This is an optimization exercise on Yosys and OpenROAD, whose aim is small area, a short achievable clock period and few clock cycles per item, not a production implementation.
In this exercise RTL edits were held to simulation tests only and were not proved equivalent to the original.
Power figures rest on the tool's default switching activity, not on a simulated workload.

==> flow/design.v <==
module pha_engine (
    input  wire        clk,
    input  wire        rst,
    input  wire        cmd_valid,
    output wire        cmd_ready,
    input  wire [31:0] cmd,
    output wire        rsp_valid,
    output wire [1:0]  rsp_status,
    output wire [13:0] rsp_result,
    output wire [3:0]  rsp_bpe,
    output wire [8:0]  rsp_pal_len,
    output wire        mem_en,
    output reg         mem_we,
    output reg  [10:0] mem_addr,
    output wire [63:0] mem_wdata,
    input  wire [63:0] mem_rdata
);
    localparam [3:0] OP_INIT = 4'h1;
    localparam [3:0] OP_GET  = 4'h2;
    localparam [3:0] OP_SET  = 4'h3;
    localparam [3:0] OP_PEEK = 4'h4;
    localparam [1:0] ST_OK       = 2'd0;
    localparam [1:0] ST_ILLEGAL  = 2'd1;
    localparam [1:0] ST_REJECTED = 2'd2;
    localparam [2:0] S_CLR  = 3'd0;   
    localparam [2:0] S_IDLE = 3'd1;   
    localparam [2:0] S_SH   = 3'd2;   
    localparam [2:0] S_SP   = 3'd3;   
    localparam [2:0] S_SR   = 3'd4;   
    localparam [2:0] S_SC   = 3'd5;   
    localparam [2:0] S_SRD  = 3'd6;   
    localparam [2:0] S_SCMP = 3'd7;   
    reg [2:0]  state;
    reg [8:0]  pal_len;
    reg        direct;
    reg        fault;
    reg [3:0]  epoch;
    reg [10:0] ctr;       
    reg        app;       
    reg        sw;        
    reg        t1;        
    reg        t2;        
    reg        t_get;
    reg [1:0]  t_slot;
    reg        rv;        
    reg [1:0]  rst_q;     
    wire [3:0]  op   = cmd[3:0];
    wire [1:0]  slot = cmd[5:4];
    wire [9:0]  cwrd = cmd[15:6];
    wire [13:0] v    = cmd[29:16];
    wire        v_nz = |v;
    reg legal;
    always @(*) begin
        case (op)
            OP_INIT: legal = (cmd[31:4] == 28'd0);
            OP_GET:  legal = (cmd[31:16] == 16'd0);
            OP_SET:  legal = (cmd[31:30] == 2'd0);
            OP_PEEK: legal = (cmd[31:16] == 16'd0);
            default: legal = 1'b0;
        endcase
    end
    wire [3:0] r_ep = {mem_rdata[63], mem_rdata[47], mem_rdata[31], mem_rdata[15]};
    wire       r_ok = (r_ep == epoch);
    wire [15:0] t_sv = mem_rdata[16*t_slot +: 16];
    wire [13:0] t_val = r_ok ? t_sv[13:0] : 14'd0;
    wire        t_raw = r_ok & t_sv[14];
    wire        t_np  = t1 & ~t_raw & (|t_val[7:0]) & (t_get | direct);
    reg        b_hit;
    reg [7:0]  b_k;
    reg        b_full;
    reg [1:0]  b_free;
    integer j;
    always @(*) begin
        b_hit  = 1'b0;
        b_k    = 8'd0;
        b_full = 1'b1;
        b_free = 2'd3;
        for (j = 3; j >= 0; j = j - 1) begin
            if (r_ok && mem_rdata[16*j+5 +: 8] != 8'd0) begin
                if (mem_rdata[16*j +: 5] == v[13:9]) begin
                    b_hit = 1'b1;
                    b_k   = mem_rdata[16*j+5 +: 8];
                end
            end else begin
                b_full = 1'b0;
                b_free = j[1:0];
            end
        end
    end
    wire b_ovf = r_ok & mem_rdata[62];
    wire pal_full = pal_len[8];
    reg        w_keep;
    reg [1:0]  w_sel;
    reg        w_raw;
    reg [13:0] w_val;
    always @(*) begin
        w_keep = 1'b0;
        w_sel  = 2'd0;
        w_raw  = 1'b0;
        w_val  = v;
        case (state)
            S_SC: begin
                w_keep = r_ok;
                w_sel  = slot;
                w_raw  = direct | sw;
                w_val  = (direct | sw) ? v : (v_nz ? {6'd0, ctr[7:0]} : 14'd0);
            end
            S_SH: begin
                w_keep = r_ok;
                w_sel  = b_free;
                w_raw  = b_full;
                w_val  = {1'b0, pal_len[7:0], v[13:9]};
            end
            S_CLR: w_val = 14'd0;
            default: ;
        endcase
    end
    genvar g;
    generate
        for (g = 0; g < 4; g = g + 1) begin : wslot
            assign mem_wdata[16*g +: 16] =
                (w_sel == g) ? {epoch[g], w_raw, w_val} :
                w_keep       ? mem_rdata[16*g +: 16] :
                               {epoch[g], 15'd0};
        end
    endgenerate
    wire stall   = t_np;
    wire go      = (state == S_IDLE) & cmd_valid & ~stall;
    wire run     = ~fault & legal;
    wire is_set  = (op == OP_SET);
    wire set_h   = ~direct & v_nz;    
    wire sh_cell = b_hit | (~b_ovf & pal_full);         
    wire sh_ins  = ~b_hit & ~b_ovf & ~pal_full;         
    assign cmd_ready = ((state == S_IDLE) & ~stall & ~(run & is_set)) |
                       (state == S_SC);
    assign mem_en = 1'b1;
    always @(*) begin
        mem_we   = 1'b0;
        mem_addr = {1'b0, cwrd};
        case (state)
            S_CLR: begin
                mem_we   = 1'b1;
                mem_addr = ctr;
            end
            S_IDLE: begin
                if (stall)
                    mem_addr = {3'b110, t_val[7:0]};
                else if (is_set & set_h)
                    mem_addr = {2'b10, v[8:0]};
            end
            S_SH: begin
                if (!sh_cell) begin
                    mem_we   = sh_ins;
                    mem_addr = {2'b10, v[8:0]};
                end
            end
            S_SP: begin
                mem_we   = 1'b1;
                mem_addr = {3'b110, ctr[7:0]};
            end
            S_SC: mem_we = 1'b1;
            S_SRD: mem_addr = {3'b110, ctr[7:0]};
            default: ;
        endcase
    end
    assign rsp_valid   = rv | (t1 & ~t_np) | t2;
    assign rsp_status  = rst_q;
    assign rsp_result  = t2 ? mem_rdata[13:0] : (t1 ? t_val : 14'd0);
    assign rsp_pal_len = pal_len;
    assign rsp_bpe     = direct          ? 4'd14 :
                         (pal_len > 128) ? 4'd8  :
                         (pal_len > 64)  ? 4'd7  :
                         (pal_len > 32)  ? 4'd6  :
                         (pal_len > 16)  ? 4'd5  : 4'd4;
    always @(posedge clk) begin
        rv <= 1'b0;
        t1 <= 1'b0;
        t2 <= t_np;
        if (rst) begin
            state   <= S_CLR;
            ctr     <= 11'd0;
            epoch   <= 4'd0;
            pal_len <= 9'd1;
            direct  <= 1'b0;
            fault   <= 1'b0;
            app     <= 1'b0;
            sw      <= 1'b0;
            t2      <= 1'b0;
            rst_q   <= ST_OK;
        end else begin
            case (state)
                S_CLR: begin
                    ctr <= ctr + 11'd1;
                    if (ctr == 11'd1535) state <= S_IDLE;
                end
                S_IDLE: begin
                    if (go) begin
                        rst_q <= ST_OK;
                        if (fault) begin
                            rv    <= 1'b1;
                            rst_q <= ST_REJECTED;
                        end else if (!legal) begin
                            rv    <= 1'b1;
                            rst_q <= ST_ILLEGAL;
                            fault <= 1'b1;
                        end else begin
                            case (op)
                                OP_INIT: begin
                                    rv      <= 1'b1;
                                    pal_len <= 9'd1;
                                    direct  <= 1'b0;
                                    epoch   <= epoch + 4'd1;
                                    if (epoch == 4'd15) begin
                                        ctr   <= 11'd0;
                                        state <= S_CLR;
                                    end
                                end
                                OP_SET: begin
                                    state <= set_h ? S_SH : S_SC;
                                end
                                default: begin  
                                    t1     <= 1'b1;
                                    t_get  <= (op == OP_GET);
                                    t_slot <= slot;
                                end
                            endcase
                        end
                    end
                end
                S_SH: begin
                    if (b_hit) begin
                        ctr[7:0] <= b_k;
                        state    <= S_SC;
                    end else if (b_ovf) begin
                        ctr   <= 11'd1;
                        state <= S_SRD;
                    end else if (pal_full) begin
                        sw    <= 1'b1;
                        state <= S_SC;
                    end else begin
                        ctr[7:0] <= pal_len[7:0];
                        state    <= S_SP;
                    end
                end
                S_SP: begin
                    app   <= 1'b1;
                    state <= S_SR;
                end
                S_SR: state <= S_SC;
                S_SC: begin
                    rv    <= 1'b1;
                    app   <= 1'b0;
                    sw    <= 1'b0;
                    state <= S_IDLE;
                    if (app) pal_len <= pal_len + 9'd1;
                    if (sw) begin
                        direct  <= 1'b1;
                        pal_len <= 9'd0;
                    end
                end
                S_SRD: state <= S_SCMP;
                S_SCMP: begin
                    if (mem_rdata[13:0] == v) begin
                        state <= S_SR;
                    end else if ({1'b0, ctr[7:0]} + 9'd1 == pal_len) begin
                        if (pal_full) begin
                            sw    <= 1'b1;
                            state <= S_SR;
                        end else begin
                            ctr[7:0] <= pal_len[7:0];
                            state    <= S_SP;
                        end
                    end else begin
                        ctr   <= ctr + 11'd1;
                        state <= S_SRD;
                    end
                end
                default: state <= S_IDLE;
            endcase
        end
    end
endmodule
==> flow/run.sh <==
#!/bin/bash
# synth_recipe.tcl (not shown) runs the flow's synth.tcl, then flattens the netlist and writes it again
# the make line also repeats each setting of config.mk as NAME=value (left out here)
make -C /OpenROAD-flow-scripts/flow DESIGN_CONFIG=/design/flow/config.mk WORK_HOME=/design/flow/orfs CLKGATE_MAP_FILE= SYNTH_SCRIPT=/design/flow/synth_recipe.tcl finish
==> flow/config.mk <==
export PLATFORM = sky130hd
export DESIGN_NAME = pha_engine
export DESIGN_NICKNAME = pha_engine
export VERILOG_FILES = /design/flow/design.v
export SDC_FILE = /design/flow/constraint.sdc
export NUM_CORES = 4
export LEC_CHECK = 0
export CAP_MARGIN = 20
export CORE_MARGIN = 2
export CORE_UTILIZATION = 40
export PLACE_DENSITY = 0.6
export SLEW_MARGIN = 20
==> flow/constraint.sdc <==
create_clock -name core_clock -period 28.0 [get_ports {clk}]
set_input_delay 5.6000 -clock core_clock [delete_from_list [all_inputs] [get_ports {clk}]]
set_output_delay 5.6000 -clock core_clock [all_outputs]
set_load 0.01 [all_outputs]
==> impl_metrics.toml <==
[grt]
grt_max_degree = 62
groute.usage.overall = 0.347
grt_pass1_vias = 6832
overflow = 0
grt_pass1_wl_um = 39500
antenna_found_initial = 0

[synth]
ys_warn_count = 1
yosys.area.top_type_share = 0.130
synthCells = 769
yosys-top-cells-area = "dfxtp_1, nand3_1, o21ai_0"
ys_seq_area_frac = 0.147
syn_nets = 872
synth_seq_cells = 39
avgSynthCellArea_um2 = 7.18
synth_edf_count = 3
synth_top_area_cell = "dfxtp_1"
syn_area_um2 = 5520
synthArstFlopShare = 0
synth_cell_types = 74
synth_ff_type = "dfxtp_1"

[clock_tree]
postCtsSetupBuffers = 0
cts_sinks = 39
cts-root-buf = "clkbuf_16"
cts_tree = "built"
ctsHoldBuffers = 0
ctsHtreeMaxLevel = 2
cts_resized = 0
cts_buffers = 5
clock_latency_ns = 0.29
cts_max_path_buffers = 2
clkTransAtPathRegs_ns = 0.06

[routing]
vias = 7401
drc = 0
met2_length_um = 12200
final_antenna_net_count = 0
wire_per_inst_um = 24.4
dr.max_layer_used = "met4"
wl_um = 26700
wl_met3_um = 3050
firstDrtPassIters = 9
drtIter0Drc = 950
drt-vias-per-instance = 6.78
wl_met1_um = 10200

[power_and_ir_drop]
swShare = 0.272
p_int_uw = 129
power_switching_uw = 48.1
powerDensity_nw_per_um2 = 23.0
p_comb_frac = 0.246
clkPwrFrac = 0.427
seq_power_share = 0.327
p_leak_uw = 0.00253
ir_drop_v = 0.0000366

[timing]
relSlewSlack = 0.224
drv_slew = 0
rsz0062_at_grt = "false"
worst_pin_slew_ns = 1.16
final.setup.tns_ns = 0
finalCriticalPeriod_ns = 15.16
setup_viol = 0
hold_viol_final = 0
skew_ns = 0.00615
fin_hold_ws_ns = 0.477
fmax_ghz = 0.0660
period_share = 0.541

[setup_path]
end_kind = "output port"
r2r_slack_ns = 24.24
crit_chain = "clkdlybuf4s50_1 -> or4_1 -> nor2_1 -> nor4_2 -> nor4_2 -> nand3_1 -> o21ai_1 -> a22oi_1 -> a21oi_1 -> clkdlybuf4s50_1"
critPathKind = "primary input to output port"
ff2ff_path_depth = 7
cp_max_fo = 10
start_kind = "primary input"
max_stage_delay_ns = 0.77
cp_data_arrival_time_ns = 9.56
cp_slowest_cell = "nor4_2"
required_ns = 22.40

[outcome]
outcome = "finished clean"

[run]
max_cap_viol_count = 0

[place]
place_area_um2 = 7510
portBuffers = 205
hpwlAfterDp_um = 20400
place_inst = 1084
place.gp.congestion = 1.04

[cells_and_area]
antennaDiodeCount = 0
final_cells = 1092
syn_to_final_growth_pct = 39.7
drive_above_1_share = 0.0426
num-nets-final = 1018
fin_area_um2 = 7710

[min_path]
hold_path.class = "flop to flop"
min_path_cells = 2

[die]
die-area_um2 = 14800
core_um2 = 13300
start_util = 0.414
die_w_um = 122
die_h_um = 122
ioPinCount = 207
rows = 42
-- cells in the mapped netlist (5+ instances only) --
cell      number
o21ai_1        5
a21oi_1       37
and4_1         6
nor2_1        56
and3_1         5
buf_2         14
mux4_2         5
xnor2_1       36
or4_1          5
nand2_1       55
a21o_1         5
a22oi_1       16
mux2i_1        7
nor2b_1        7
nand4_1       12
nor3b_1        8
and2_1         5
a222oi_1      13
a22o_1        15
nand2b_1       8
o32ai_1        5
o21ai_0       81
nor4_2         5
a311oi_1       6
a31oi_1        8
nor3_1        18
or3_1          5
a211oi_1       7
mux4_1        10
inv_1         15
nor4_1        17
clkbuf_1      48
dfxtp_1       36
a221oi_1      10
xor2_1        18
nand3_1       84
-- critical path, delay by kind of cell --
kind | cells | cell delay, ns
simple gates | 5 | 1.89
buf+inv | 2 | 1.17
compound gates | 3 | 0.90
-- power by group through the flow --
| stage | Combinational (µW) | Clock [µW] | Sequential (µW) |
|---|---|---|---|
| after floorplan | 16.9 | 0 | 57.9 |
| after global placement | 41.9 | 0 | 59.1 |
| after detailed placement | 42.0 | 0 | 59.1 |
| after CTS | 42.3 | 76.2 | 57.9 |
| after global routing | 45.2 | 78.3 | 58.0 |
| final | 43.5 | 75.7 | 57.9 |
-- cell type report --
type	instances	area, µm²
inverters	17	63.8
clock inverters	3	66.3
flip-flops and latches	39	811
fillers	1263	5630
multi-input cells	641	4330
clock buffers	5	125
repair buffers	211	2100
well taps	176	220
-- cells by family (layout without fill, tap and decap cells) --
| logic type | count (synthesis) | in the layout | share of synthesized area |
|---|---|---|---|
| adder cells (fa/ha/maj) | 4 | 4 | 0.00906 |
| multiplexers | 22 | 22 | 0.0807 |
| other | 1 | 1 | 0.000679 |
| AND/OR/NAND/NOR | 311 | 311 | 0.298 |
| flip-flops | 39 | 39 | 0.147 |
| AO/OA/AOI/OAI | 249 | 249 | 0.306 |
| buffers and inverters | 89 | 236 | 0.0727 |
| XOR/XNOR | 54 | 54 | 0.0856 |
-- placed cells by master, fill, tap and decap left out, types with 6 or more instances in the layout --
master	synthesis	routed
a211oi_1	7	7
a21oi_1	37	35
a221oi_1	10	10
a222oi_1	13	13
a22o_1	15	15
a22oi_1	16	16
a311oi_1	6	6
a31oi_1	8	7
and4_1	6	6
buf_4	3	6
clkdlybuf4s50_1	0	205
dfxtp_1	36	36
inv_1	15	15
mux2i_1	7	7
mux4_1	10	10
nand2_1	55	55
nand2b_1	8	8
nand3_1	84	84
nand4_1	12	12
nor2_1	56	56
nor2b_1	7	7
nor3_1	18	18
nor3b_1	8	8
nor4_1	17	17
o21ai_0	81	81
xnor2_1	36	36
xor2_1	18	18
-- flip-flops by register name, summed over array words and instances (netlist names) --
signal	cells
ctr	11
pal_len	9
epoch	4
state	3
rst_q	2
t_slot	2
app	1
direct	1
fault	1
rv	1
sw	1
t1	1
t2	1
t_get	1
-- metrics by stage --
| step | utilization | total power (µW) | setup WS [ns] |
|---|---|---|---|
| after detailed placement | 0.563 | 101 | 12.97 |
| after CTS | 0.577 | 176 | 12.95 |
| final | 0.578 | 177 | 12.84 |
| after global placement | 0.563 | 101 | 13.14 |
| after floorplan | - | 74.7 | 14.61 |
| after global routing | 0.578 | 181 | 12.65 |
-- per-layer routing --
layer  track usage  up-vias
met4         0.148        0
met3        0.0724      103
li1              -     3271
met5             0        -
met1         0.440     3460
met2         0.571      567
-- worst paths after layout --
| path | to | startpoint |
|---|---|---|
| setup reg to reg | ctr[6] | t_slot[0] |
| hold reg to reg | rst_q[0] | rst_q[0] |
| setup / recovery | mem_addr[4] | mem_rdata[11] |
| hold / removal | rst_q[0] | rst_q[0] |
Testbench counts, summed over its fixed seeds: cycles 76,895, cmds 28,816.

-- afterwards: timing with drivers on the ports --
Ports are ideal in the flow. The routed layout listed here was re-timed in OpenROAD. Step 1, drivers: a clkbuf_16 drives clk and a buf_2 each remaining input, both assumed. Step 2, shift: input delay + t, output delay - t, t = (earliest + latest rising clock arrival at the registers) / 2. This alone moves slack from input paths to output paths. Slacks: ideal / step 1 / step 2; pairs: ideal / step 1.
shift t [ns]: 0.324
setup WS [ns]: 12.844 / 12.819 / 12.819
latest minus earliest clock arrival (ns): 0.007 / 0.006
slew at the worst register clock pin (ns): 0.06 / 0.06
pins driven straight from the clock port: 1
After both steps this run still meets setup and hold. The setup slack of this run moves by -0.025 ns with the drivers and by -0.025 ns with both steps.
